Source: an optimization exercise on an open RTL-to-GDS flow (aim: a short achievable clock period). Production flows keep margins and buffers that such runs may drop.
In this exercise RTL edits were held to simulation tests only and were not proved equivalent to the original.
Power is estimated from default activity; no workload was simulated.

==> flow/design.v (outline; a module is shown in full before it is edited, if it fits) <==
// module crcfr: 465 lines
// module crcfr_busdec: 51 lines
// module crcfr_rmux: 357 lines
// module crcfr_o22ai: 3 lines
// module crcfr_o21ai: 3 lines
// module crcfr_nor2: 3 lines
// module crcfr_nand2: 3 lines
// module crcfr_orn2: 3 lines
// module crcfr_inv: 3 lines
// module crcfr_nandn: 3 lines
// module crcfr_mux2i: 3 lines
// module crcfr_xnor2: 3 lines
// module crcfr_rdec: 9 lines
// module crcfr_inv4: 3 lines
module crcfr (
    input  wire        clk,
    input  wire        rst_n,     
    input  wire        sel,       
    input  wire        we,        
    input  wire [1:0]  size,      
    input  wire [5:0]  addr,      
    input  wire [31:0] wdata,
    output reg  [31:0] rdata,
    output wire        buserr,
    output wire        irq
);
  // ...
==> flow/flow/run.sh <==
#!/bin/bash
# Layout: the standard ORFS flow (standard.sh, standard synthesis included),
# with three changes to how the layout is optimised:
#  - the port buffers are inserted as buf_4 cells,
#  - gate sizing may pick cells of any footprint (MATCH_CELL_FOOTPRINT=0),
#  - timing repair aims for 6 ns of setup slack instead of 5.
# make's full output goes to make_finish.log here; ORFS's per-step logs are
# under orfs/logs/.
set -euo pipefail
echo "export BUFFER_PORTS_ARGS = -buffer_cell sky130_fd_sc_hd__buf_4" >> config.mk
bash standard.sh MATCH_CELL_FOOTPRINT=0 SETUP_SLACK_MARGIN=6 finish > make_finish.log 2>&1
==> flow/standard.sh <==
#!/bin/bash
# synth_recipe.tcl (not shown) runs the flow's synth.tcl, then flattens the netlist and writes it again
# the make line also repeats each setting of config.mk as NAME=value (left out here)
make -C /OpenROAD-flow-scripts/flow DESIGN_CONFIG=/design/flow/config.mk WORK_HOME=/design/flow/orfs CLKGATE_MAP_FILE= SYNTH_SCRIPT=/design/flow/synth_recipe.tcl "${@:-finish}"
==> flow/config.mk <==
export PLATFORM = sky130hd
export DESIGN_NAME = crcfr
export DESIGN_NICKNAME = crcfr
export VERILOG_FILES = /design/flow/design.v
export SDC_FILE = /design/flow/constraint.sdc
export NUM_CORES = 4
export LEC_CHECK = 0
export CAP_MARGIN = 20
export CORE_MARGIN = 2
export CORE_UTILIZATION = 40
export SLEW_MARGIN = 20
export SYNTH_HIERARCHICAL = 1
export BUFFER_PORTS_ARGS = -buffer_cell sky130_fd_sc_hd__buf_4
==> flow/constraint.sdc <==
create_clock -name core_clock -period 10.0 [get_ports {clk}]
set_input_delay 2.0000 -clock core_clock [delete_from_list [all_inputs] [get_ports {clk}]]
set_output_delay 2.0000 -clock core_clock [all_outputs]
set_load 0.01 [all_outputs]
==> run summary, run 1 <==
- Status: timing/DRC/antenna clean
- Initial antenna violation count: 6
- Seq. cell area: 0.00607 mm²
- Final Critical Period: 5.29 ns
- Clk pwr: 1470 µW
- Least-Margin Pin Slew: 1.23 ns
- Commonest non-fill, non-tap cell in the layout: dfxtp_1
- GRT Residual Overflow: 0
- Reg2Reg Depth: 14
- Net Count, Synth: 3006
- CP max stage cell: mux2i_4
- P_seq: 1210 µW
- Clk sinks: 303
- ClkCell Share: 3.92%
- Buffer share of cell area: 13.8%
- R2r setup slk: 5.58 ns
- Post-CTS setup buffer count: 86
- Max-Slew Margin vs Limit: 17.1%
- CP max stage delay: 0.50 ns
- Rows: 86
- CTS Root Cell: clkbuf_16
- Total global-route track usage: 42.4%
- Seq pwr share: 38.6%
- Vias: 27400
- Fraction of area in registers: 18.7%
- Fraction of area in multi-input gates: 58.6%
==> module crcfr, before the edit <==
module crcfr (
    input  wire        clk,
    input  wire        rst_n,     
    input  wire        sel,       
    input  wire        we,        
    input  wire [1:0]  size,      
    input  wire [5:0]  addr,      
    input  wire [31:0] wdata,
    output reg  [31:0] rdata,
    output wire        buserr,
    output wire        irq
);
    localparam [3:0] ST_IDLE = 4'd0, ST_RAW = 4'd1, ST_ENC = 4'd2, ST_DEC = 4'd3,
                     ST_SIGGEN = 4'd4, ST_SIGCHK = 4'd5, ST_ERROR = 4'd15;
    localparam [2:0] PH_NONE = 3'd0, PH_LEN = 3'd1, PH_TAG = 3'd2, PH_PAYLOAD = 3'd3,
                     PH_CRC = 3'd4, PH_SIG = 3'd5, PH_END = 3'd6;
    localparam [3:0] E_MALFORMED_TAG = 4'd1, E_TRUNCATED = 4'd2, E_CHECKSUM = 4'd3,
                     E_SIGNATURE = 4'd4, E_ILLEGAL_CMD = 4'd5, E_NOT_ALLOWED = 4'd6,
                     E_UNEXPECTED = 4'd7, E_OVERRUN = 4'd8, E_CONFIG = 4'd9;
    localparam [1:0] SRC_CMD = 2'd0, SRC_DIN = 2'd1, SRC_CONFIG = 2'd2;
    localparam [3:0] R_ID = 4'd0, R_CMD = 4'd1, R_STATUS = 4'd2, R_ERRINFO = 4'd3,
                     R_CRC_STATE = 4'd4, R_CRC_RESULT = 4'd5, R_LEN = 4'd6, R_TAG = 4'd7,
                     R_AVAIL = 4'd8, R_PCOUNT = 4'd9, R_STORED = 4'd10, R_TAGFLAGS = 4'd11,
                     R_DIN = 4'd12, R_DOUT = 4'd13, R_INTEN = 4'd14, R_INTSTAT = 4'd15;
    function [31:0] crc_byte;
        input [31:0] c;
        input [7:0]  b;
        integer k;
        reg [31:0] v;
        begin
            v = c ^ {24'd0, b};
            for (k = 0; k < 8; k = k + 1)
                v = v[0] ? ((v >> 1) ^ 32'hEDB88320) : (v >> 1);
            crc_byte = v;
        end
    endfunction
    function is_letter;
        input [7:0] b;
        begin
            is_letter = (b >= 8'h41 && b <= 8'h5A) || (b >= 8'h61 && b <= 8'h7A);
        end
    endfunction
    function [7:0] be_byte;
        input [31:0] v;
        input [1:0]  i;
        begin
            case (i)
                2'd0: be_byte = v[31:24];
                2'd1: be_byte = v[23:16];
                2'd2: be_byte = v[15:8];
                default: be_byte = v[7:0];
            endcase
        end
    endfunction
    function [7:0] sig_byte;
        input [2:0] i;
        begin
            case (i)
                3'd0: sig_byte = 8'h89;
                3'd1: sig_byte = 8'h50;
                3'd2: sig_byte = 8'h4E;
                3'd3: sig_byte = 8'h47;
                3'd4: sig_byte = 8'h0D;
                3'd5: sig_byte = 8'h0A;
                3'd6: sig_byte = 8'h1A;
                default: sig_byte = 8'h0A;
            endcase
        end
    endfunction
    reg [3:0]  state;
    reg [2:0]  phase;
    reg [2:0]  idx;
    reg [3:0]  err;
    reg        done;
    reg        outv;
    reg [7:0]  outbuf;
    reg        pass;
    reg [3:0]  ei_state;
    reg [2:0]  ei_phase;
    reg [2:0]  ei_idx;
    reg [1:0]  ei_src;
    reg [31:0] crc;
    reg [31:0] len;
    reg [31:0] tag;
    reg [31:0] avail;
    reg [31:0] pcount;
    reg [31:0] stored;
    reg [1:0]  inten;
    reg [1:0]  intstat;
    reg [31:0] left;       
    reg [31:0] lim;        
    reg        lgt;        
    reg        leq;        
    reg [3:0]  let_r;      
    wire [3:0] a = addr[5:2];
    wire wr, rd, w_cmd, w_cfg, w_din, w_ien, w_ist, r_dsel, legal;
    wire c_sr, c_ab, c_crc, c_ini, c_enc, c_dec, c_sg, c_sc, rst_any;
    crcfr_busdec u_busdec (.rst_n(rst_n), .sel(sel), .we(we), .size(size), .addr(addr), .wdata(wdata),
                           .buserr(buserr), .wr(wr), .rd(rd), .w_cmd(w_cmd), .w_cfg(w_cfg),
                           .w_din(w_din), .w_ien(w_ien), .w_ist(w_ist), .r_dsel(r_dsel),
                           .legal(legal), .c_sr(c_sr), .c_ab(c_ab), .c_crc(c_crc), .c_ini(c_ini),
                           .c_enc(c_enc), .c_dec(c_dec), .c_sg(c_sg), .c_sc(c_sc), .rst_any(rst_any));
    wire r_dout = r_dsel && outv;
    wire [7:0] din = wdata[7:0];
    wire [3:0] letter = let_r;    
    wire all_let = &letter;
    wire [31:0] tagflags = {22'd0, all_let & ~tag[13], tag[5], ~tag[13],
                            ~tag[21], ~tag[29], all_let, letter};
    assign irq = |(intstat & inten);
    wire [31:0] status  = {12'd0, irq, pass, outv, done, err, 1'b0, idx, 1'b0, phase, state};
    wire [31:0] errinfo = {18'd0, ei_src, 1'b0, ei_idx, 1'b0, ei_phase, ei_state};
    wire [71:0] rd_sel;
    genvar g;
    generate
        for (g = 0; g < 8; g = g + 1) begin : g_rdec
            wire [3:0] an;
            crcfr_inv4 u_inv (.a(a), .y(an));
            crcfr_rdec u_rdec (.a(a), .an(an), .d(rd_sel[9*g +: 9]));
        end
    endgenerate
    wire [31:0] rdata_w;
    crcfr_rmux u_rmux (.dn(rd_sel), .s({8{a[0]}}), .status(status), .errinfo(errinfo), .crc(crc),
                       .crc_n(~crc), .len(len), .tag(tag), .avail(avail), .pcount(pcount),
                       .stored(stored), .tagflags(tagflags[9:0]), .dout({outv, outbuf}),
                       .inten(inten), .intstat(intstat), .q(rdata_w));
    always @(*) rdata = rdata_w;
    wire s_idle = (state == ST_IDLE);
    wire s_raw  = (state == ST_RAW);
    wire s_enc  = (state == ST_ENC);
    wire s_dec  = (state == ST_DEC);
    wire s_sgen = (state == ST_SIGGEN);
    wire s_schk = (state == ST_SIGCHK);
    wire s_err  = (state == ST_ERROR);
    wire p_len  = (phase == PH_LEN);
    wire p_tag  = (phase == PH_TAG);
    wire p_pay  = (phase == PH_PAYLOAD);
    wire p_crc  = (phase == PH_CRC);
    wire p_sig  = (phase == PH_SIG);
    wire p_end  = (phase == PH_END);
    wire idx3 = (idx == 3'd3);
    wire idx7 = (idx == 3'd7);
    wire [2:0] idx_inc = idx + 3'd1;
    wire len_nz  = (len != 32'd0);
    wire lt12    = (avail < 32'd12);
    wire lt8     = (avail < 32'd8);
    wire pc_last = (left == 32'd1);
    wire [31:0] crc_res   = ~crc;
    wire [31:0] crc_shift = crc_byte(crc, 8'd0);
    wire [31:0] crc_din   = crc_shift ^ crc_byte(32'd0, din);    
    wire [7:0]  tag_b     = be_byte(tag, idx[1:0]);
    wire [31:0] crc_tag   = crc_byte(crc, tag_b);
    wire [31:0] pcount_inc = pcount + 32'd1;
    wire [31:0] avail_dec  = avail - 32'd1;
    wire [31:0] left_dec   = left - 32'd1;
    wire [7:0] lim_b  = be_byte(lim, idx[1:0]);
    wire       b_gt   = (din > lim_b);
    wire       b_eq   = (din == lim_b);
    wire       trunc  = lgt | (leq & b_gt);           
    wire       tag_ok = letter[3] & letter[2] & letter[1] & is_letter(din);   
    wire       chk_ok = (stored[23:0] == crc_res[31:8]) & (din == crc_res[7:0]);
    wire       sig_ok = (din == sig_byte(idx));
    wire d_enc_ok  = s_enc & p_pay & ~outv;
    wire d_pay_ok  = s_dec & p_pay & ~(pass & outv);
    wire din_raise = (s_enc & ~(p_pay & ~outv))
                   | (s_dec & p_len & idx3 & trunc)
                   | (s_dec & p_tag & idx3 & ~tag_ok)
                   | (s_dec & p_pay & pass & outv)
                   | (s_dec & p_crc & idx3 & ~chk_ok)
                   | (s_schk & ~sig_ok)
                   | s_idle | s_sgen;
    reg [3:0] din_code;
    always @(*) begin
        if (s_enc)       din_code = p_pay ? E_OVERRUN : E_UNEXPECTED;
        else if (s_dec)  din_code = p_len ? E_TRUNCATED : p_tag ? E_MALFORMED_TAG :
                                    p_pay ? E_OVERRUN : E_CHECKSUM;
        else if (s_schk) din_code = E_SIGNATURE;
        else             din_code = E_UNEXPECTED;
    end
    reg [3:0] dn_state;
    reg [2:0] dn_phase;
    reg [2:0] dn_idx;
    reg       dn_complete;
    always @(*) begin
        dn_state = state; dn_phase = phase; dn_idx = idx; dn_complete = 1'b0;
        if (s_enc || (s_dec && p_pay)) begin
            if (pc_last) begin dn_phase = PH_CRC; dn_idx = 3'd0; end
        end else if (s_dec) begin
            if (!idx3) dn_idx = idx_inc;
            else begin
                dn_idx = 3'd0;
                if (p_len) dn_phase = PH_TAG;
                else if (p_tag) dn_phase = len_nz ? PH_PAYLOAD : PH_CRC;
                else begin dn_complete = 1'b1; dn_state = ST_IDLE; dn_phase = PH_NONE; end
            end
        end else if (s_schk) begin
            if (!idx7) dn_idx = idx_inc;
            else begin dn_complete = 1'b1; dn_state = ST_IDLE; dn_phase = PH_NONE; dn_idx = 3'd0; end
        end
    end
    reg [3:0] rn_state;
    reg [2:0] rn_phase;
    reg [2:0] rn_idx;
    reg       rn_outv;
    reg [7:0] rn_outbuf;
    reg       rn_complete;
    always @(*) begin
        rn_state = state; rn_phase = phase; rn_idx = idx;
        rn_outv = 1'b0; rn_outbuf = 8'd0; rn_complete = 1'b0;
        if ((s_enc || s_sgen) && p_end) begin
            rn_complete = 1'b1; rn_state = ST_IDLE; rn_phase = PH_NONE; rn_idx = 3'd0;
        end else if (s_enc && (p_len || p_tag || p_crc)) begin
            rn_outv = 1'b1;
            rn_outbuf = p_len ? be_byte(len, idx[1:0]) : p_tag ? tag_b : be_byte(crc_res, idx[1:0]);
            if (!idx3) rn_idx = idx_inc;
            else begin
                rn_idx = 3'd0;
                rn_phase = p_len ? PH_TAG : p_tag ? (len_nz ? PH_PAYLOAD : PH_CRC) : PH_END;
            end
        end else if (s_sgen && p_sig) begin
            rn_outv = 1'b1;
            rn_outbuf = sig_byte(idx);
            if (!idx7) rn_idx = idx_inc;
            else begin rn_idx = 3'd0; rn_phase = PH_END; end
        end
    end
    wire start_ok  = legal & ((c_crc & (s_idle | s_raw)) | ((c_enc | c_dec | c_sg | c_sc) & s_idle));
    wire cmd_raise = ~s_err & (~legal
                   | (c_crc & ~(s_idle | s_raw))
                   | ((c_enc | c_dec | c_sg | c_sc) & ~s_idle)
                   | (c_enc & s_idle & ~all_let)
                   | (c_dec & s_idle & lt12)
                   | (c_sc & s_idle & lt8));
    wire cmd_ill   = ~legal;
    wire cmd_na    = legal & ((c_crc & ~(s_idle | s_raw)) | ((c_enc | c_dec | c_sg | c_sc) & ~s_idle));
    wire [3:0] cmd_code = cmd_ill ? E_ILLEGAL_CMD : cmd_na ? E_NOT_ALLOWED :
                          c_enc ? E_MALFORMED_TAG : c_dec ? E_TRUNCATED : E_SIGNATURE;
    wire [3:0] cmd_ei_state = (cmd_ill | cmd_na) ? state :
                              c_enc ? ST_ENC : c_dec ? ST_DEC : ST_SIGCHK;
    wire [2:0] cmd_ei_phase = (cmd_ill | cmd_na) ? phase : c_sc ? PH_SIG : PH_LEN;
    wire [2:0] cmd_ei_idx   = (cmd_ill | cmd_na) ? idx : 3'd0;
    wire abort      = w_cmd & c_ab;
    wire start      = w_cmd & ~s_err & start_ok;
    wire raise = (w_cmd & cmd_raise) | (w_cfg & ~s_err & ~s_idle) | (w_din & din_raise);
    reg [3:0]  n_state;
    reg [2:0]  n_phase;
    reg [2:0]  n_idx;
    reg [3:0]  n_err;
    reg        n_done;
    reg        n_outv;
    reg [7:0]  n_outbuf;
    reg        n_pass;
    reg [3:0]  n_ei_state;
    reg [2:0]  n_ei_phase;
    reg [2:0]  n_ei_idx;
    reg [1:0]  n_ei_src;
    reg [31:0] n_crc;
    reg [31:0] n_len;
    reg [31:0] n_tag;
    reg [31:0] n_avail;
    reg [31:0] n_pcount;
    reg [31:0] n_stored;
    reg [1:0]  n_inten;
    reg [1:0]  n_intstat;
    reg [31:0] n_left;
    reg [31:0] n_lim;
    reg        n_lgt;
    reg        n_leq;
    reg [3:0]  n_let;
    always @(*) begin
        n_state    = state;
        n_phase    = phase;
        n_idx      = idx;
        n_err      = err;
        n_done     = done;
        n_outv     = outv;
        n_outbuf   = outbuf;
        n_pass     = pass;
        n_ei_state = ei_state;
        n_ei_phase = ei_phase;
        n_ei_idx   = ei_idx;
        n_ei_src   = ei_src;
        n_crc      = crc;
        n_len      = len;
        n_tag      = tag;
        n_avail    = avail;
        n_pcount   = pcount;
        n_stored   = stored;
        n_inten    = inten;
        n_intstat  = intstat;
        n_left     = left;
        n_lim      = lim;
        n_lgt      = lgt;
        n_leq      = leq;
        n_let      = let_r;
        if (w_cmd) begin
            if (start) begin
                if (c_crc) begin
                    n_pass = 1'b0;
                    if (c_ini) begin n_crc = 32'hFFFFFFFF; n_pcount = 32'd0; end
                end else if (c_enc) begin
                    n_pass = 1'b0; n_crc = 32'hFFFFFFFF; n_pcount = 32'd0; n_left = len;
                end else if (c_dec) begin
                    n_pass = !wdata[8]; n_crc = 32'hFFFFFFFF; n_pcount = 32'd0;
                    n_len = 32'd0; n_tag = 32'd0; n_stored = 32'd0; n_let = 4'd0;
                    n_left = 32'd0; n_lim = avail - 32'd12; n_lgt = 1'b0; n_leq = 1'b1;
                end else begin
                    n_pass = 1'b0;
                end
            end
        end
        if (w_cfg && s_idle) begin
            case (a)
                R_CRC_STATE: n_crc   = wdata;
                R_LEN:       n_len   = wdata;
                R_TAG:       begin
                                 n_tag = wdata;
                                 n_let = {is_letter(wdata[7:0]), is_letter(wdata[15:8]),
                                          is_letter(wdata[23:16]), is_letter(wdata[31:24])};
                             end
                default:     n_avail = wdata;
            endcase
        end
        if (w_din) begin
            if (s_raw || d_enc_ok || (s_dec && p_tag) || d_pay_ok)
                n_crc = crc_din;
            if (s_raw || d_enc_ok || d_pay_ok)
                n_pcount = pcount_inc;
            if (d_enc_ok || d_pay_ok)
                n_left = left_dec;
            if (s_dec && !(p_pay && pass && outv) || s_schk)
                n_avail = avail_dec;
            if (s_dec && p_len) begin
                n_len  = {len[23:0], din};
                n_left = {left[23:0], din};
                n_lgt  = lgt | (leq & b_gt);
                n_leq  = leq & b_eq;
            end
            if (s_dec && p_tag) begin
                n_tag = {tag[23:0], din};
                n_let = {is_letter(din), let_r[3:1]};
            end
            if (s_dec && p_crc)
                n_stored = {stored[23:0], din};
        end
        if (r_dout && s_enc && p_tag)
            n_crc = crc_tag;
        if (w_ien)
            n_inten = wdata[1:0];
        if (raise) begin
            n_state    = ST_ERROR;
            n_phase    = PH_NONE;
            n_idx      = 3'd0;
            n_outv     = 1'b0;
            n_outbuf   = 8'd0;
            n_done     = 1'b0;
            n_intstat  = intstat | 2'b10;
            if (w_cmd) begin
                n_err = cmd_code; n_ei_src = SRC_CMD;
                n_ei_state = cmd_ei_state; n_ei_phase = cmd_ei_phase; n_ei_idx = cmd_ei_idx;
            end else if (w_cfg) begin
                n_err = E_CONFIG; n_ei_src = SRC_CONFIG;
                n_ei_state = state; n_ei_phase = phase; n_ei_idx = idx;
            end else begin
                n_err = din_code; n_ei_src = SRC_DIN;
                n_ei_state = state; n_ei_phase = phase; n_ei_idx = idx;
            end
        end else if (w_cmd) begin
            if (abort) begin
                n_state = ST_IDLE; n_phase = PH_NONE; n_idx = 3'd0; n_err = 4'd0;
                n_ei_state = 4'd0; n_ei_phase = 3'd0; n_ei_idx = 3'd0; n_ei_src = 2'd0;
                n_done = 1'b0; n_outv = 1'b0; n_outbuf = 8'd0;
            end else if (start) begin
                n_done = 1'b0;
                n_idx  = 3'd0;
                n_outv = 1'b0; n_outbuf = 8'd0;
                if (c_crc) begin
                    n_state = ST_RAW; n_phase = PH_NONE;
                end else if (c_enc) begin
                    n_state = ST_ENC; n_phase = PH_LEN; n_idx = 3'd1;
                    n_outv = 1'b1; n_outbuf = len[31:24];
                end else if (c_dec) begin
                    n_state = ST_DEC; n_phase = PH_LEN;
                end else if (c_sg) begin
                    n_state = ST_SIGGEN; n_phase = PH_SIG; n_idx = 3'd1;
                    n_outv = 1'b1; n_outbuf = 8'h89;
                end else begin
                    n_state = ST_SIGCHK; n_phase = PH_SIG;
                end
            end
        end else if (w_din) begin
            if (!s_err && !s_raw) begin
                n_state = dn_state; n_phase = dn_phase; n_idx = dn_idx;
                if (dn_complete) begin
                    n_done = 1'b1; n_intstat = intstat | 2'b01;
                end
                if (d_enc_ok || (d_pay_ok && pass)) begin
                    n_outv = 1'b1; n_outbuf = din;
                end
            end
        end else if (r_dout) begin
            n_state = rn_state; n_phase = rn_phase; n_idx = rn_idx;
            n_outv = rn_outv; n_outbuf = rn_outbuf;
            if (rn_complete) begin
                n_done = 1'b1; n_intstat = intstat | 2'b01;
            end
        end else if (w_ist) begin
            n_intstat = intstat & ~wdata[1:0];
        end
    end
    always @(posedge clk) begin
        if (rst_any) begin
            state    <= ST_IDLE;
            phase    <= PH_NONE;
            idx      <= 3'd0;
            err      <= 4'd0;
            done     <= 1'b0;
            outv     <= 1'b0;
            outbuf   <= 8'd0;
            pass     <= 1'b0;
            ei_state <= 4'd0;
            ei_phase <= 3'd0;
            ei_idx   <= 3'd0;
            ei_src   <= 2'd0;
            crc      <= 32'hFFFFFFFF;
            len      <= 32'd0;
            tag      <= 32'd0;
            avail    <= 32'd0;
            pcount   <= 32'd0;
            stored   <= 32'd0;
            inten    <= 2'd0;
            intstat  <= 2'd0;
            left     <= 32'd0;
            lim      <= 32'd0;
            lgt      <= 1'b0;
            leq      <= 1'b0;
            let_r    <= 4'd0;
        end else begin
            state    <= n_state;
            phase    <= n_phase;
            idx      <= n_idx;
            err      <= n_err;
            done     <= n_done;
            outv     <= n_outv;
            outbuf   <= n_outbuf;
            pass     <= n_pass;
            ei_state <= n_ei_state;
            ei_phase <= n_ei_phase;
            ei_idx   <= n_ei_idx;
            ei_src   <= n_ei_src;
            crc      <= n_crc;
            len      <= n_len;
            tag      <= n_tag;
            avail    <= n_avail;
            pcount   <= n_pcount;
            stored   <= n_stored;
            inten    <= n_inten;
            intstat  <= n_intstat;
            left     <= n_left;
            lim      <= n_lim;
            lgt      <= n_lgt;
            leq      <= n_leq;
            let_r    <= n_let;
        end
    end
endmodule
==> module crcfr_rdec, before the edit <==
module crcfr_rdec (input wire [3:0] a, input wire [3:0] an, output wire [8:0] d);
    genvar k;
    generate
        for (k = 0; k < 8; k = k + 1) begin : g_dec
            assign d[k] = ~((k & 4 ? a[3] : an[3]) & (k & 2 ? a[2] : an[2]) & (k & 1 ? a[1] : an[1]));
        end
    endgenerate
    assign d[8] = ~(an[3] & an[2] & an[1] & an[0]);
endmodule
==> run 2: changes to the inputs <==
--- a/flow/design.v
+++ b/flow/design.v
@@ -110,21 +110,21 @@
     wire [31:0] status  = {12'd0, irq, pass, outv, done, err, 1'b0, idx, 1'b0, phase, state};
     wire [31:0] errinfo = {18'd0, ei_src, 1'b0, ei_idx, 1'b0, ei_phase, ei_state};
     wire [71:0] rd_sel;
     genvar g;
     generate
         for (g = 0; g < 8; g = g + 1) begin : g_rdec
             wire [3:0] an;
             crcfr_inv4 u_inv (.a(a), .y(an));
-            crcfr_rdec u_rdec (.a(a), .an(an), .d(rd_sel[9*g +: 9]));
+            crcfr_rdec #(.P(g < 4 ? 0 : 1)) u_rdec (.a(a), .an(an), .d(rd_sel[9*g +: 9]));
         end
     endgenerate
     wire [31:0] rdata_w;
-    crcfr_rmux u_rmux (.dn(rd_sel), .s({8{a[0]}}), .status(status), .errinfo(errinfo), .crc(crc),
+    crcfr_rmux u_rmux (.dn(rd_sel), .s({{4{a[1]}}, {4{a[0]}}}), .status(status), .errinfo(errinfo), .crc(crc),
                        .crc_n(~crc), .len(len), .tag(tag), .avail(avail), .pcount(pcount),
                        .stored(stored), .tagflags(tagflags[9:0]), .dout({outv, outbuf}),
                        .inten(inten), .intstat(intstat), .q(rdata_w));
     always @(*) rdata = rdata_w;
     wire s_idle = (state == ST_IDLE);
     wire s_raw  = (state == ST_RAW);
     wire s_enc  = (state == ST_ENC);
     wire s_dec  = (state == ST_DEC);
@@ -715,162 +715,162 @@
     wire mi15_4; crcfr_mux2i umi15_4 (.s(s[3]), .a0(avail[15]), .a1(pcount[15]), .y(mi15_4));
     wire mi15_5; crcfr_orn2 umi15_5 (.a(s[3]), .bn(stored[15]), .y(mi15_5));
     wire g15_0; crcfr_o22ai u15_0 (.a1(dn[28]), .a2(mi15_1), .b1(dn[29]), .b2(mi15_2), .y(g15_0));
     wire g15_1; crcfr_o22ai u15_1 (.a1(dn[30]), .a2(mi15_3), .b1(dn[31]), .b2(mi15_4), .y(g15_1));
     wire g15_2; crcfr_nor2 u15_2 (.a(dn[32]), .b(mi15_5), .y(g15_2));
     wire h15_0; crcfr_nor2 uh15_0 (.a(g15_0), .b(g15_1), .y(h15_0));
     wire h15_1; crcfr_inv uh15_1 (.a(g15_2), .y(h15_1));
     crcfr_nandn #(.N(2)) u15_o (.y({h15_0, h15_1}), .q(q[15]));
-    wire mi16_1; crcfr_orn2 umi16_1 (.a(s[4]), .bn(status[16]), .y(mi16_1));
-    wire mi16_2; crcfr_xnor2 umi16_2 (.a(crc[16]), .b(s[4]), .y(mi16_2));
-    wire mi16_3; crcfr_mux2i umi16_3 (.s(s[4]), .a0(len[16]), .a1(tag[16]), .y(mi16_3));
-    wire mi16_4; crcfr_mux2i umi16_4 (.s(s[4]), .a0(avail[16]), .a1(pcount[16]), .y(mi16_4));
-    wire mi16_5; crcfr_orn2 umi16_5 (.a(s[4]), .bn(stored[16]), .y(mi16_5));
-    wire g16_0; crcfr_o22ai u16_0 (.a1(dn[37]), .a2(mi16_1), .b1(dn[38]), .b2(mi16_2), .y(g16_0));
+    wire mi16_0; crcfr_nand2 umi16_0 (.a(s[4]), .b(status[16]), .y(mi16_0));
+    wire mi16_2; crcfr_mux2i umi16_2 (.s(s[4]), .a0(crc[16]), .a1(len[16]), .y(mi16_2));
+    wire mi16_3; crcfr_mux2i umi16_3 (.s(s[4]), .a0(crc_n[16]), .a1(tag[16]), .y(mi16_3));
+    wire mi16_4; crcfr_mux2i umi16_4 (.s(s[4]), .a0(avail[16]), .a1(stored[16]), .y(mi16_4));
+    wire mi16_5; crcfr_orn2 umi16_5 (.a(s[4]), .bn(pcount[16]), .y(mi16_5));
+    wire g16_0; crcfr_o22ai u16_0 (.a1(dn[36]), .a2(mi16_0), .b1(dn[38]), .b2(mi16_2), .y(g16_0));
     wire g16_1; crcfr_o22ai u16_1 (.a1(dn[39]), .a2(mi16_3), .b1(dn[40]), .b2(mi16_4), .y(g16_1));
     wire g16_2; crcfr_nor2 u16_2 (.a(dn[41]), .b(mi16_5), .y(g16_2));
     wire h16_0; crcfr_nor2 uh16_0 (.a(g16_0), .b(g16_1), .y(h16_0));
     wire h16_1; crcfr_inv uh16_1 (.a(g16_2), .y(h16_1));
     crcfr_nandn #(.N(2)) u16_o (.y({h16_0, h16_1}), .q(q[16]));
-    wire mi17_1; crcfr_orn2 umi17_1 (.a(s[4]), .bn(status[17]), .y(mi17_1));
-    wire mi17_2; crcfr_xnor2 umi17_2 (.a(crc[17]), .b(s[4]), .y(mi17_2));
-    wire mi17_3; crcfr_mux2i umi17_3 (.s(s[4]), .a0(len[17]), .a1(tag[17]), .y(mi17_3));
-    wire mi17_4; crcfr_mux2i umi17_4 (.s(s[4]), .a0(avail[17]), .a1(pcount[17]), .y(mi17_4));
-    wire mi17_5; crcfr_orn2 umi17_5 (.a(s[4]), .bn(stored[17]), .y(mi17_5));
-    wire g17_c; crcfr_o21ai u17_c (.a1(dn[37]), .a2(mi17_1), .b1(dn[44]), .y(g17_c));
+    wire mi17_0; crcfr_nand2 umi17_0 (.a(s[4]), .b(status[17]), .y(mi17_0));
+    wire mi17_2; crcfr_mux2i umi17_2 (.s(s[4]), .a0(crc[17]), .a1(len[17]), .y(mi17_2));
+    wire mi17_3; crcfr_mux2i umi17_3 (.s(s[4]), .a0(crc_n[17]), .a1(tag[17]), .y(mi17_3));
+    wire mi17_4; crcfr_mux2i umi17_4 (.s(s[4]), .a0(avail[17]), .a1(stored[17]), .y(mi17_4));
+    wire mi17_5; crcfr_orn2 umi17_5 (.a(s[4]), .bn(pcount[17]), .y(mi17_5));
+    wire g17_c; crcfr_o21ai u17_c (.a1(dn[36]), .a2(mi17_0), .b1(dn[44]), .y(g17_c));
     wire g17_0; crcfr_o22ai u17_0 (.a1(dn[38]), .a2(mi17_2), .b1(dn[39]), .b2(mi17_3), .y(g17_0));
     wire g17_1; crcfr_o22ai u17_1 (.a1(dn[40]), .a2(mi17_4), .b1(dn[41]), .b2(mi17_5), .y(g17_1));
     wire h17_0; crcfr_nor2 uh17_0 (.a(g17_c), .b(g17_0), .y(h17_0));
     wire h17_1; crcfr_inv uh17_1 (.a(g17_1), .y(h17_1));
     crcfr_nandn #(.N(2)) u17_o (.y({h17_0, h17_1}), .q(q[17]));
-    wire mi18_1; crcfr_orn2 umi18_1 (.a(s[4]), .bn(status[18]), .y(mi18_1));
-    wire mi18_2; crcfr_xnor2 umi18_2 (.a(crc[18]), .b(s[4]), .y(mi18_2));
-    wire mi18_3; crcfr_mux2i umi18_3 (.s(s[4]), .a0(len[18]), .a1(tag[18]), .y(mi18_3));
-    wire mi18_4; crcfr_mux2i umi18_4 (.s(s[4]), .a0(avail[18]), .a1(pcount[18]), .y(mi18_4));
-    wire mi18_5; crcfr_orn2 umi18_5 (.a(s[4]), .bn(stored[18]), .y(mi18_5));
-    wire g18_0; crcfr_o22ai u18_0 (.a1(dn[37]), .a2(mi18_1), .b1(dn[38]), .b2(mi18_2), .y(g18_0));
+    wire mi18_0; crcfr_nand2 umi18_0 (.a(s[4]), .b(status[18]), .y(mi18_0));
+    wire mi18_2; crcfr_mux2i umi18_2 (.s(s[4]), .a0(crc[18]), .a1(len[18]), .y(mi18_2));
+    wire mi18_3; crcfr_mux2i umi18_3 (.s(s[4]), .a0(crc_n[18]), .a1(tag[18]), .y(mi18_3));
+    wire mi18_4; crcfr_mux2i umi18_4 (.s(s[4]), .a0(avail[18]), .a1(stored[18]), .y(mi18_4));
+    wire mi18_5; crcfr_orn2 umi18_5 (.a(s[4]), .bn(pcount[18]), .y(mi18_5));
+    wire g18_0; crcfr_o22ai u18_0 (.a1(dn[36]), .a2(mi18_0), .b1(dn[38]), .b2(mi18_2), .y(g18_0));
     wire g18_1; crcfr_o22ai u18_1 (.a1(dn[39]), .a2(mi18_3), .b1(dn[40]), .b2(mi18_4), .y(g18_1));
     wire g18_2; crcfr_nor2 u18_2 (.a(dn[41]), .b(mi18_5), .y(g18_2));
     wire h18_0; crcfr_nor2 uh18_0 (.a(g18_0), .b(g18_1), .y(h18_0));
     wire h18_1; crcfr_inv uh18_1 (.a(g18_2), .y(h18_1));
     crcfr_nandn #(.N(2)) u18_o (.y({h18_0, h18_1}), .q(q[18]));
-    wire mi19_1; crcfr_orn2 umi19_1 (.a(s[4]), .bn(status[19]), .y(mi19_1));
-    wire mi19_2; crcfr_xnor2 umi19_2 (.a(crc[19]), .b(s[4]), .y(mi19_2));
-    wire mi19_3; crcfr_mux2i umi19_3 (.s(s[4]), .a0(len[19]), .a1(tag[19]), .y(mi19_3));
-    wire mi19_4; crcfr_mux2i umi19_4 (.s(s[4]), .a0(avail[19]), .a1(pcount[19]), .y(mi19_4));
-    wire mi19_5; crcfr_orn2 umi19_5 (.a(s[4]), .bn(stored[19]), .y(mi19_5));
-    wire g19_0; crcfr_o22ai u19_0 (.a1(dn[37]), .a2(mi19_1), .b1(dn[38]), .b2(mi19_2), .y(g19_0));
+    wire mi19_0; crcfr_nand2 umi19_0 (.a(s[4]), .b(status[19]), .y(mi19_0));
+    wire mi19_2; crcfr_mux2i umi19_2 (.s(s[4]), .a0(crc[19]), .a1(len[19]), .y(mi19_2));
+    wire mi19_3; crcfr_mux2i umi19_3 (.s(s[4]), .a0(crc_n[19]), .a1(tag[19]), .y(mi19_3));
+    wire mi19_4; crcfr_mux2i umi19_4 (.s(s[4]), .a0(avail[19]), .a1(stored[19]), .y(mi19_4));
+    wire mi19_5; crcfr_orn2 umi19_5 (.a(s[4]), .bn(pcount[19]), .y(mi19_5));
+    wire g19_0; crcfr_o22ai u19_0 (.a1(dn[36]), .a2(mi19_0), .b1(dn[38]), .b2(mi19_2), .y(g19_0));
     wire g19_1; crcfr_o22ai u19_1 (.a1(dn[39]), .a2(mi19_3), .b1(dn[40]), .b2(mi19_4), .y(g19_1));
     wire g19_2; crcfr_nor2 u19_2 (.a(dn[41]), .b(mi19_5), .y(g19_2));
     wire h19_0; crcfr_nor2 uh19_0 (.a(g19_0), .b(g19_1), .y(h19_0));
     wire h19_1; crcfr_inv uh19_1 (.a(g19_2), .y(h19_1));
     crcfr_nandn #(.N(2)) u19_o (.y({h19_0, h19_1}), .q(q[19]));
-    wire mi20_2; crcfr_xnor2 umi20_2 (.a(crc[20]), .b(s[5]), .y(mi20_2));
-    wire mi20_3; crcfr_mux2i umi20_3 (.s(s[5]), .a0(len[20]), .a1(tag[20]), .y(mi20_3));
-    wire mi20_4; crcfr_mux2i umi20_4 (.s(s[5]), .a0(avail[20]), .a1(pcount[20]), .y(mi20_4));
-    wire mi20_5; crcfr_orn2 umi20_5 (.a(s[5]), .bn(stored[20]), .y(mi20_5));
+    wire mi20_2; crcfr_mux2i umi20_2 (.s(s[5]), .a0(crc[20]), .a1(len[20]), .y(mi20_2));
+    wire mi20_3; crcfr_mux2i umi20_3 (.s(s[5]), .a0(crc_n[20]), .a1(tag[20]), .y(mi20_3));
+    wire mi20_4; crcfr_mux2i umi20_4 (.s(s[5]), .a0(avail[20]), .a1(stored[20]), .y(mi20_4));
+    wire mi20_5; crcfr_orn2 umi20_5 (.a(s[5]), .bn(pcount[20]), .y(mi20_5));
     wire g20_c; crcfr_o21ai u20_c (.a1(dn[47]), .a2(mi20_2), .b1(dn[53]), .y(g20_c));
     wire g20_0; crcfr_o22ai u20_0 (.a1(dn[48]), .a2(mi20_3), .b1(dn[49]), .b2(mi20_4), .y(g20_0));
     wire g20_1; crcfr_nor2 u20_1 (.a(dn[50]), .b(mi20_5), .y(g20_1));
     wire h20_0; crcfr_nor2 uh20_0 (.a(g20_c), .b(g20_0), .y(h20_0));
     wire h20_1; crcfr_inv uh20_1 (.a(g20_1), .y(h20_1));
     crcfr_nandn #(.N(2)) u20_o (.y({h20_0, h20_1}), .q(q[20]));
-    wire mi21_2; crcfr_xnor2 umi21_2 (.a(crc[21]), .b(s[5]), .y(mi21_2));
-    wire mi21_3; crcfr_mux2i umi21_3 (.s(s[5]), .a0(len[21]), .a1(tag[21]), .y(mi21_3));
-    wire mi21_4; crcfr_mux2i umi21_4 (.s(s[5]), .a0(avail[21]), .a1(pcount[21]), .y(mi21_4));
-    wire mi21_5; crcfr_orn2 umi21_5 (.a(s[5]), .bn(stored[21]), .y(mi21_5));
+    wire mi21_2; crcfr_mux2i umi21_2 (.s(s[5]), .a0(crc[21]), .a1(len[21]), .y(mi21_2));
+    wire mi21_3; crcfr_mux2i umi21_3 (.s(s[5]), .a0(crc_n[21]), .a1(tag[21]), .y(mi21_3));
+    wire mi21_4; crcfr_mux2i umi21_4 (.s(s[5]), .a0(avail[21]), .a1(stored[21]), .y(mi21_4));
+    wire mi21_5; crcfr_orn2 umi21_5 (.a(s[5]), .bn(pcount[21]), .y(mi21_5));
     wire g21_0; crcfr_o22ai u21_0 (.a1(dn[47]), .a2(mi21_2), .b1(dn[48]), .b2(mi21_3), .y(g21_0));
     wire g21_1; crcfr_o22ai u21_1 (.a1(dn[49]), .a2(mi21_4), .b1(dn[50]), .b2(mi21_5), .y(g21_1));
     wire h21_0; crcfr_nor2 uh21_0 (.a(g21_0), .b(g21_1), .y(h21_0));
     crcfr_nandn #(.N(1)) u21_o (.y({h21_0}), .q(q[21]));
-    wire mi22_2; crcfr_xnor2 umi22_2 (.a(crc[22]), .b(s[5]), .y(mi22_2));
-    wire mi22_3; crcfr_mux2i umi22_3 (.s(s[5]), .a0(len[22]), .a1(tag[22]), .y(mi22_3));
-    wire mi22_4; crcfr_mux2i umi22_4 (.s(s[5]), .a0(avail[22]), .a1(pcount[22]), .y(mi22_4));
-    wire mi22_5; crcfr_orn2 umi22_5 (.a(s[5]), .bn(stored[22]), .y(mi22_5));
+    wire mi22_2; crcfr_mux2i umi22_2 (.s(s[5]), .a0(crc[22]), .a1(len[22]), .y(mi22_2));
+    wire mi22_3; crcfr_mux2i umi22_3 (.s(s[5]), .a0(crc_n[22]), .a1(tag[22]), .y(mi22_3));
+    wire mi22_4; crcfr_mux2i umi22_4 (.s(s[5]), .a0(avail[22]), .a1(stored[22]), .y(mi22_4));
+    wire mi22_5; crcfr_orn2 umi22_5 (.a(s[5]), .bn(pcount[22]), .y(mi22_5));
     wire g22_c; crcfr_o21ai u22_c (.a1(dn[47]), .a2(mi22_2), .b1(dn[53]), .y(g22_c));
     wire g22_0; crcfr_o22ai u22_0 (.a1(dn[48]), .a2(mi22_3), .b1(dn[49]), .b2(mi22_4), .y(g22_0));
     wire g22_1; crcfr_nor2 u22_1 (.a(dn[50]), .b(mi22_5), .y(g22_1));
     wire h22_0; crcfr_nor2 uh22_0 (.a(g22_c), .b(g22_0), .y(h22_0));
     wire h22_1; crcfr_inv uh22_1 (.a(g22_1), .y(h22_1));
     crcfr_nandn #(.N(2)) u22_o (.y({h22_0, h22_1}), .q(q[22]));
-    wire mi23_2; crcfr_xnor2 umi23_2 (.a(crc[23]), .b(s[5]), .y(mi23_2));
-    wire mi23_3; crcfr_mux2i umi23_3 (.s(s[5]), .a0(len[23]), .a1(tag[23]), .y(mi23_3));
-    wire mi23_4; crcfr_mux2i umi23_4 (.s(s[5]), .a0(avail[23]), .a1(pcount[23]), .y(mi23_4));
-    wire mi23_5; crcfr_orn2 umi23_5 (.a(s[5]), .bn(stored[23]), .y(mi23_5));
+    wire mi23_2; crcfr_mux2i umi23_2 (.s(s[5]), .a0(crc[23]), .a1(len[23]), .y(mi23_2));
+    wire mi23_3; crcfr_mux2i umi23_3 (.s(s[5]), .a0(crc_n[23]), .a1(tag[23]), .y(mi23_3));
+    wire mi23_4; crcfr_mux2i umi23_4 (.s(s[5]), .a0(avail[23]), .a1(stored[23]), .y(mi23_4));
+    wire mi23_5; crcfr_orn2 umi23_5 (.a(s[5]), .bn(pcount[23]), .y(mi23_5));
     wire g23_0; crcfr_o22ai u23_0 (.a1(dn[47]), .a2(mi23_2), .b1(dn[48]), .b2(mi23_3), .y(g23_0));
     wire g23_1; crcfr_o22ai u23_1 (.a1(dn[49]), .a2(mi23_4), .b1(dn[50]), .b2(mi23_5), .y(g23_1));
     wire h23_0; crcfr_nor2 uh23_0 (.a(g23_0), .b(g23_1), .y(h23_0));
     crcfr_nandn #(.N(1)) u23_o (.y({h23_0}), .q(q[23]));
-    wire mi24_2; crcfr_xnor2 umi24_2 (.a(crc[24]), .b(s[6]), .y(mi24_2));
-    wire mi24_3; crcfr_mux2i umi24_3 (.s(s[6]), .a0(len[24]), .a1(tag[24]), .y(mi24_3));
-    wire mi24_4; crcfr_mux2i umi24_4 (.s(s[6]), .a0(avail[24]), .a1(pcount[24]), .y(mi24_4));
-    wire mi24_5; crcfr_orn2 umi24_5 (.a(s[6]), .bn(stored[24]), .y(mi24_5));
+    wire mi24_2; crcfr_mux2i umi24_2 (.s(s[6]), .a0(crc[24]), .a1(len[24]), .y(mi24_2));
+    wire mi24_3; crcfr_mux2i umi24_3 (.s(s[6]), .a0(crc_n[24]), .a1(tag[24]), .y(mi24_3));
+    wire mi24_4; crcfr_mux2i umi24_4 (.s(s[6]), .a0(avail[24]), .a1(stored[24]), .y(mi24_4));
+    wire mi24_5; crcfr_orn2 umi24_5 (.a(s[6]), .bn(pcount[24]), .y(mi24_5));
     wire g24_c; crcfr_o21ai u24_c (.a1(dn[56]), .a2(mi24_2), .b1(dn[62]), .y(g24_c));
     wire g24_0; crcfr_o22ai u24_0 (.a1(dn[57]), .a2(mi24_3), .b1(dn[58]), .b2(mi24_4), .y(g24_0));
     wire g24_1; crcfr_nor2 u24_1 (.a(dn[59]), .b(mi24_5), .y(g24_1));
     wire h24_0; crcfr_nor2 uh24_0 (.a(g24_c), .b(g24_0), .y(h24_0));
     wire h24_1; crcfr_inv uh24_1 (.a(g24_1), .y(h24_1));
     crcfr_nandn #(.N(2)) u24_o (.y({h24_0, h24_1}), .q(q[24]));
-    wire mi25_2; crcfr_xnor2 umi25_2 (.a(crc[25]), .b(s[6]), .y(mi25_2));
-    wire mi25_3; crcfr_mux2i umi25_3 (.s(s[6]), .a0(len[25]), .a1(tag[25]), .y(mi25_3));
-    wire mi25_4; crcfr_mux2i umi25_4 (.s(s[6]), .a0(avail[25]), .a1(pcount[25]), .y(mi25_4));
-    wire mi25_5; crcfr_orn2 umi25_5 (.a(s[6]), .bn(stored[25]), .y(mi25_5));
+    wire mi25_2; crcfr_mux2i umi25_2 (.s(s[6]), .a0(crc[25]), .a1(len[25]), .y(mi25_2));
+    wire mi25_3; crcfr_mux2i umi25_3 (.s(s[6]), .a0(crc_n[25]), .a1(tag[25]), .y(mi25_3));
+    wire mi25_4; crcfr_mux2i umi25_4 (.s(s[6]), .a0(avail[25]), .a1(stored[25]), .y(mi25_4));
+    wire mi25_5; crcfr_orn2 umi25_5 (.a(s[6]), .bn(pcount[25]), .y(mi25_5));
     wire g25_c; crcfr_o21ai u25_c (.a1(dn[56]), .a2(mi25_2), .b1(dn[62]), .y(g25_c));
     wire g25_0; crcfr_o22ai u25_0 (.a1(dn[57]), .a2(mi25_3), .b1(dn[58]), .b2(mi25_4), .y(g25_0));
     wire g25_1; crcfr_nor2 u25_1 (.a(dn[59]), .b(mi25_5), .y(g25_1));
     wire h25_0; crcfr_nor2 uh25_0 (.a(g25_c), .b(g25_0), .y(h25_0));
     wire h25_1; crcfr_inv uh25_1 (.a(g25_1), .y(h25_1));
     crcfr_nandn #(.N(2)) u25_o (.y({h25_0, h25_1}), .q(q[25]));
-    wire mi26_2; crcfr_xnor2 umi26_2 (.a(crc[26]), .b(s[6]), .y(mi26_2));
-    wire mi26_3; crcfr_mux2i umi26_3 (.s(s[6]), .a0(len[26]), .a1(tag[26]), .y(mi26_3));
-    wire mi26_4; crcfr_mux2i umi26_4 (.s(s[6]), .a0(avail[26]), .a1(pcount[26]), .y(mi26_4));
-    wire mi26_5; crcfr_orn2 umi26_5 (.a(s[6]), .bn(stored[26]), .y(mi26_5));
+    wire mi26_2; crcfr_mux2i umi26_2 (.s(s[6]), .a0(crc[26]), .a1(len[26]), .y(mi26_2));
+    wire mi26_3; crcfr_mux2i umi26_3 (.s(s[6]), .a0(crc_n[26]), .a1(tag[26]), .y(mi26_3));
+    wire mi26_4; crcfr_mux2i umi26_4 (.s(s[6]), .a0(avail[26]), .a1(stored[26]), .y(mi26_4));
+    wire mi26_5; crcfr_orn2 umi26_5 (.a(s[6]), .bn(pcount[26]), .y(mi26_5));
     wire g26_0; crcfr_o22ai u26_0 (.a1(dn[56]), .a2(mi26_2), .b1(dn[57]), .b2(mi26_3), .y(g26_0));
     wire g26_1; crcfr_o22ai u26_1 (.a1(dn[58]), .a2(mi26_4), .b1(dn[59]), .b2(mi26_5), .y(g26_1));
     wire h26_0; crcfr_nor2 uh26_0 (.a(g26_0), .b(g26_1), .y(h26_0));
     crcfr_nandn #(.N(1)) u26_o (.y({h26_0}), .q(q[26]));
-    wire mi27_2; crcfr_xnor2 umi27_2 (.a(crc[27]), .b(s[6]), .y(mi27_2));
-    wire mi27_3; crcfr_mux2i umi27_3 (.s(s[6]), .a0(len[27]), .a1(tag[27]), .y(mi27_3));
-    wire mi27_4; crcfr_mux2i umi27_4 (.s(s[6]), .a0(avail[27]), .a1(pcount[27]), .y(mi27_4));
-    wire mi27_5; crcfr_orn2 umi27_5 (.a(s[6]), .bn(stored[27]), .y(mi27_5));
+    wire mi27_2; crcfr_mux2i umi27_2 (.s(s[6]), .a0(crc[27]), .a1(len[27]), .y(mi27_2));
+    wire mi27_3; crcfr_mux2i umi27_3 (.s(s[6]), .a0(crc_n[27]), .a1(tag[27]), .y(mi27_3));
+    wire mi27_4; crcfr_mux2i umi27_4 (.s(s[6]), .a0(avail[27]), .a1(stored[27]), .y(mi27_4));
+    wire mi27_5; crcfr_orn2 umi27_5 (.a(s[6]), .bn(pcount[27]), .y(mi27_5));
     wire g27_0; crcfr_o22ai u27_0 (.a1(dn[56]), .a2(mi27_2), .b1(dn[57]), .b2(mi27_3), .y(g27_0));
     wire g27_1; crcfr_o22ai u27_1 (.a1(dn[58]), .a2(mi27_4), .b1(dn[59]), .b2(mi27_5), .y(g27_1));
     wire h27_0; crcfr_nor2 uh27_0 (.a(g27_0), .b(g27_1), .y(h27_0));
     crcfr_nandn #(.N(1)) u27_o (.y({h27_0}), .q(q[27]));
-    wire mi28_2; crcfr_xnor2 umi28_2 (.a(crc[28]), .b(s[7]), .y(mi28_2));
-    wire mi28_3; crcfr_mux2i umi28_3 (.s(s[7]), .a0(len[28]), .a1(tag[28]), .y(mi28_3));
-    wire mi28_4; crcfr_mux2i umi28_4 (.s(s[7]), .a0(avail[28]), .a1(pcount[28]), .y(mi28_4));
-    wire mi28_5; crcfr_orn2 umi28_5 (.a(s[7]), .bn(stored[28]), .y(mi28_5));
+    wire mi28_2; crcfr_mux2i umi28_2 (.s(s[7]), .a0(crc[28]), .a1(len[28]), .y(mi28_2));
+    wire mi28_3; crcfr_mux2i umi28_3 (.s(s[7]), .a0(crc_n[28]), .a1(tag[28]), .y(mi28_3));
+    wire mi28_4; crcfr_mux2i umi28_4 (.s(s[7]), .a0(avail[28]), .a1(stored[28]), .y(mi28_4));
+    wire mi28_5; crcfr_orn2 umi28_5 (.a(s[7]), .bn(pcount[28]), .y(mi28_5));
     wire g28_0; crcfr_o22ai u28_0 (.a1(dn[65]), .a2(mi28_2), .b1(dn[66]), .b2(mi28_3), .y(g28_0));
     wire g28_1; crcfr_o22ai u28_1 (.a1(dn[67]), .a2(mi28_4), .b1(dn[68]), .b2(mi28_5), .y(g28_1));
     wire h28_0; crcfr_nor2 uh28_0 (.a(g28_0), .b(g28_1), .y(h28_0));
     crcfr_nandn #(.N(1)) u28_o (.y({h28_0}), .q(q[28]));
-    wire mi29_2; crcfr_xnor2 umi29_2 (.a(crc[29]), .b(s[7]), .y(mi29_2));
-    wire mi29_3; crcfr_mux2i umi29_3 (.s(s[7]), .a0(len[29]), .a1(tag[29]), .y(mi29_3));
-    wire mi29_4; crcfr_mux2i umi29_4 (.s(s[7]), .a0(avail[29]), .a1(pcount[29]), .y(mi29_4));
-    wire mi29_5; crcfr_orn2 umi29_5 (.a(s[7]), .bn(stored[29]), .y(mi29_5));
+    wire mi29_2; crcfr_mux2i umi29_2 (.s(s[7]), .a0(crc[29]), .a1(len[29]), .y(mi29_2));
+    wire mi29_3; crcfr_mux2i umi29_3 (.s(s[7]), .a0(crc_n[29]), .a1(tag[29]), .y(mi29_3));
+    wire mi29_4; crcfr_mux2i umi29_4 (.s(s[7]), .a0(avail[29]), .a1(stored[29]), .y(mi29_4));
+    wire mi29_5; crcfr_orn2 umi29_5 (.a(s[7]), .bn(pcount[29]), .y(mi29_5));
     wire g29_0; crcfr_o22ai u29_0 (.a1(dn[65]), .a2(mi29_2), .b1(dn[66]), .b2(mi29_3), .y(g29_0));
     wire g29_1; crcfr_o22ai u29_1 (.a1(dn[67]), .a2(mi29_4), .b1(dn[68]), .b2(mi29_5), .y(g29_1));
     wire h29_0; crcfr_nor2 uh29_0 (.a(g29_0), .b(g29_1), .y(h29_0));
     crcfr_nandn #(.N(1)) u29_o (.y({h29_0}), .q(q[29]));
-    wire mi30_2; crcfr_xnor2 umi30_2 (.a(crc[30]), .b(s[7]), .y(mi30_2));
-    wire mi30_3; crcfr_mux2i umi30_3 (.s(s[7]), .a0(len[30]), .a1(tag[30]), .y(mi30_3));
-    wire mi30_4; crcfr_mux2i umi30_4 (.s(s[7]), .a0(avail[30]), .a1(pcount[30]), .y(mi30_4));
-    wire mi30_5; crcfr_orn2 umi30_5 (.a(s[7]), .bn(stored[30]), .y(mi30_5));
+    wire mi30_2; crcfr_mux2i umi30_2 (.s(s[7]), .a0(crc[30]), .a1(len[30]), .y(mi30_2));
+    wire mi30_3; crcfr_mux2i umi30_3 (.s(s[7]), .a0(crc_n[30]), .a1(tag[30]), .y(mi30_3));
+    wire mi30_4; crcfr_mux2i umi30_4 (.s(s[7]), .a0(avail[30]), .a1(stored[30]), .y(mi30_4));
+    wire mi30_5; crcfr_orn2 umi30_5 (.a(s[7]), .bn(pcount[30]), .y(mi30_5));
     wire g30_c; crcfr_o21ai u30_c (.a1(dn[65]), .a2(mi30_2), .b1(dn[71]), .y(g30_c));
     wire g30_0; crcfr_o22ai u30_0 (.a1(dn[66]), .a2(mi30_3), .b1(dn[67]), .b2(mi30_4), .y(g30_0));
     wire g30_1; crcfr_nor2 u30_1 (.a(dn[68]), .b(mi30_5), .y(g30_1));
     wire h30_0; crcfr_nor2 uh30_0 (.a(g30_c), .b(g30_0), .y(h30_0));
     wire h30_1; crcfr_inv uh30_1 (.a(g30_1), .y(h30_1));
     crcfr_nandn #(.N(2)) u30_o (.y({h30_0, h30_1}), .q(q[30]));
-    wire mi31_2; crcfr_xnor2 umi31_2 (.a(crc[31]), .b(s[7]), .y(mi31_2));
-    wire mi31_3; crcfr_mux2i umi31_3 (.s(s[7]), .a0(len[31]), .a1(tag[31]), .y(mi31_3));
-    wire mi31_4; crcfr_mux2i umi31_4 (.s(s[7]), .a0(avail[31]), .a1(pcount[31]), .y(mi31_4));
-    wire mi31_5; crcfr_orn2 umi31_5 (.a(s[7]), .bn(stored[31]), .y(mi31_5));
+    wire mi31_2; crcfr_mux2i umi31_2 (.s(s[7]), .a0(crc[31]), .a1(len[31]), .y(mi31_2));
+    wire mi31_3; crcfr_mux2i umi31_3 (.s(s[7]), .a0(crc_n[31]), .a1(tag[31]), .y(mi31_3));
+    wire mi31_4; crcfr_mux2i umi31_4 (.s(s[7]), .a0(avail[31]), .a1(stored[31]), .y(mi31_4));
+    wire mi31_5; crcfr_orn2 umi31_5 (.a(s[7]), .bn(pcount[31]), .y(mi31_5));
     wire g31_0; crcfr_o22ai u31_0 (.a1(dn[65]), .a2(mi31_2), .b1(dn[66]), .b2(mi31_3), .y(g31_0));
     wire g31_1; crcfr_o22ai u31_1 (.a1(dn[67]), .a2(mi31_4), .b1(dn[68]), .b2(mi31_5), .y(g31_1));
     wire h31_0; crcfr_nor2 uh31_0 (.a(g31_0), .b(g31_1), .y(h31_0));
     crcfr_nandn #(.N(1)) u31_o (.y({h31_0}), .q(q[31]));
 endmodule
 module crcfr_o22ai (input wire a1, input wire a2, input wire b1, input wire b2, output wire y);
     assign y = ~((a1 | a2) & (b1 | b2));
 endmodule
@@ -893,20 +893,22 @@
     assign q = ~&y;
 endmodule
 module crcfr_mux2i (input wire s, input wire a0, input wire a1, output wire y);
     assign y = ~(s ? a1 : a0);
 endmodule
 module crcfr_xnor2 (input wire a, input wire b, output wire y);
     assign y = ~(a ^ b);
 endmodule
-module crcfr_rdec (input wire [3:0] a, input wire [3:0] an, output wire [8:0] d);
+module crcfr_rdec #(parameter P = 0) (input wire [3:0] a, input wire [3:0] an, output wire [8:0] d);
+    wire [2:0] x  = (P == 0) ? a[3:1]  : {a[3], a[2], a[0]};
+    wire [2:0] xn = (P == 0) ? an[3:1] : {an[3], an[2], an[0]};
     genvar k;
     generate
         for (k = 0; k < 8; k = k + 1) begin : g_dec
-            assign d[k] = ~((k & 4 ? a[3] : an[3]) & (k & 2 ? a[2] : an[2]) & (k & 1 ? a[1] : an[1]));
+            assign d[k] = ~((k & 4 ? x[2] : xn[2]) & (k & 2 ? x[1] : xn[1]) & (k & 1 ? x[0] : xn[0]));
         end
     endgenerate
     assign d[8] = ~(an[3] & an[2] & an[1] & an[0]);
 endmodule
 module crcfr_inv4 (input wire [3:0] a, output wire [3:0] y);
     assign y = ~a;
 endmodule
==> run summary, run 2 <==
- Status: timing/DRC/antenna clean
- Rows: 86 (unchanged)
- Vias: 27700 (+1.1%)
- FF-to-FF Start: idx[0]
- DRT Wirelength: 134 mm
- # IOs: 78
- Setup TNS: 0 ns
- Crit-path leading delay family: buffers and inverters
- Global placement routability congestion: 0.990
- Peak supply drop: 104 µV
- Share of cells above drive strength 1: 34.2%
- Clk sinks: 303 (unchanged)
- Setup Viol. Count Final: 0
- Initial antenna violation count: 3 (-3)
- Die ar.: 0.0571 mm²
- Fin cells: 3839
- Syn Area/Cell: 7.54 µm²
- Largest net degree at the start of global routing: 59
- Total global-route track usage: 43.8% (+1.4 points)
- R2r setup slk: 5.46 ns (-0.12 ns)
- CP max stage cell: mux2i_1
- Final antenna-violating net count: 0
- Fin. Hold Viols: 0
- R2r endpoint: ei_idx[2]
- Die X: 239 µm
- Hold_buf cts: 0
- P per Cell Area: 100 mW/mm²
- Slew Limit Fails: 0
- Pleak: 0.0116 µW
- Vias in the first global route: 24800
- Worst EP required: 8.00 ns
- Global-route wire length before repair: 182 mm
- CTS tree: yes
- DRC: 0
- Initial core utilization: 40.2%
- Critical-path cell list: clkbuf_16 > buf_12 > mux2i_1 > o22ai_2 > nor2_2 > nand2_4 > buf_6
- Port buffer count: 77
- Reg2Reg Depth: 14 (unchanged)
- Inst Count DP: 3553
- GRT Residual Overflow: 0 (unchanged)
- CP arrival: 3.20 ns
- Post-Syn Area: 0.0221 mm²
- Maximum clock frequency: 0.192 GHz
- Commonest non-fill, non-tap cell in the layout: dfxtp_1
- Fin crit share: 52.0%
- Worst Min Path Start: lim[3]
- CTS Root Cell: clkbuf_16
- Max-Slew Margin vs Limit: 10.5% (-6.7 points)
- Net Count, Synth: 3008 (+0.067%)
- Worst hold path depth: 2
- Final Skew: 0.0322 ns
- Starting DRT DRC Count: 4910
- Htree depth: 2
- Max_cap viols: 0
- Synth Instances: 2929
- Buf/Inv on CP: 3
- Most frequent cells in the layout: dfxtp_1, nor2_1, nand2_1
- CP Launch Type: input port
- Maximum buffer depth of the clock tree: 3
- Core ar.: 0.0549 mm²
- Critical Path Fanout Max: 5
- Pre-antenna DRT Iters: 9
- Total CTS buffers: 39
- Layout overhead on the synthesized area: 49.3%
- Endpoint, Worst Hold: lim[3]
- Final nets: 3184
- Worst skew pair latency: 0.60 ns
- Final Critical Period: 5.20 ns (-0.0959 ns)
- Placed wire-length estimate: 75.0 mm
- WL/cell: 34.8 µm
- Kind of critical path: input port to primary output
- Least-Margin Pin Slew: 1.33 ns (+0.0991 ns)
- Hold Crit Class: flip-flop to flip-flop
- Clock transition at path regs: 0.05 ns
- Yosys Warn Count: 7
- Die Span Y: 239 µm
- Vias per inst: 7.22
- CP max stage delay: 0.31 ns (-0.19 ns)
- Critical Path End Type: primary output
- RSZ-0062 raised after global routing: true
==> run 2: cell types whose count changed in the layout (fill, tap and decap cells not counted), moves of 11 or more <==
cell,delta
buf_4,-26
nor2_4,-17
buf_12,+12
nor2_2,+12
a311oi_2,-12
mux2i_4,+22
o22ai_2,+14
mux2i_2,-12
a311oi_1,+12
nand2_1,-13
nand2_2,+15
xnor2_1,-11
==> run 2: layer usage <==
metal,global-route usage [%],share of wire [%],vias to the layer above
met2,60.7,39,2525
met5,2.08,0.082,-
met4,33.4,10,2
met1,53.6,35,13300
li1,-,-,11100
met3,17.8,15,812
==> run 2: stage by stage <==
step	cell area, µm²	setup slack, ns	hold slack [ns]	util, %	power, µW
final	33000	4.80	0.462	60.1	3300
after global routing	33000	4.82	0.475	60.1	3340
after CTS	30400	4.91	0.460	55.4	3230
after detailed placement	24100	3.67	0.452	43.9	1530
after global placement	24000	3.69	0.445	43.8	1530
after floorplan	23200	5.40	0.434	-	1400
==> run 2: final cells by class <==
cell class	instances	area [µm²]
timing repair buffer	328	4660
clock inverter	20	323
tap	704	881
clock buffer	48	1100
inverter	126	713
sequential	303	6070
fill	4526	21900
antenna	3	7.51
multi-input combinational	2307	19200
==> run 2: worst reg2reg max path, delay by kind of cell (launching register included) <==
kind                     cells  cell delay [ns]
buffers and inverters        3             0.81
AND/OR/NAND/NOR              4             0.54
multiplexers                 1             0.24
AO/OA/AOI/OAI                4             1.72
adder cells (fa/ha/maj)      2             0.68
flip-flops                   1             0.49
==> run 2: worst max path at each step <==
stage / from / to / cells past startpoint
after floorplan: wdata[29] / crc[23] / 13
after global placement: addr[2] / rdata[11] / 7
after detailed placement: addr[2] / rdata[11] / 7
after CTS: addr[3] / rdata[25] / 7
after global routing: addr[3] / rdata[17] / 7
final: addr[3] / rdata[17] / 7
==> run 2: report_power, final <==
| group | switching (µW) | total (µW) | internal (µW) |
|---|---|---|---|
| clock | 640 | 1610 | 967 |
| sequential | 1.90 | 1210 | 1210 |
| combinational | 293 | 485 | 191 |
==> run 2: what timing repair did <==
item	in CTS	in global routing
gates resized for setup	575	407
pin swaps	192	217
gates cloned	75	12
endpoints found under the setup margin	334	334
buffers inserted	107	21

==> port drivers added, routing unchanged <==
No port has a modelled driver above. Below, the same layouts with a new extraction and two added sets of constraints.
Step 1, drivers: a clkbuf_16 drives clk and a buf_2 each remaining input, both assumed.
Step 2 moves the port delays by t, midway between the first and last clock arrival at a register: inputs arrive t later, outputs are due t later. That takes back most of the time a late clock gives input paths.
Three values: no drivers, after step 1, after step 2; two values: the first two.
run	shift t [ns]	setup slack, ns	latest minus earliest clock arrival (ns)	cell pins on the clock port's net
run 1	0.667	4.706 / 4.044 / 4.044	0.017 / 0.017	1
run 2	0.651	4.802 / 4.320 / 4.320	0.033 / 0.033	1
After both steps setup and hold are still met in every run listed. The setup slack of run 1, which loses most, moves by -0.662 ns with the drivers and by -0.662 ns with both steps.
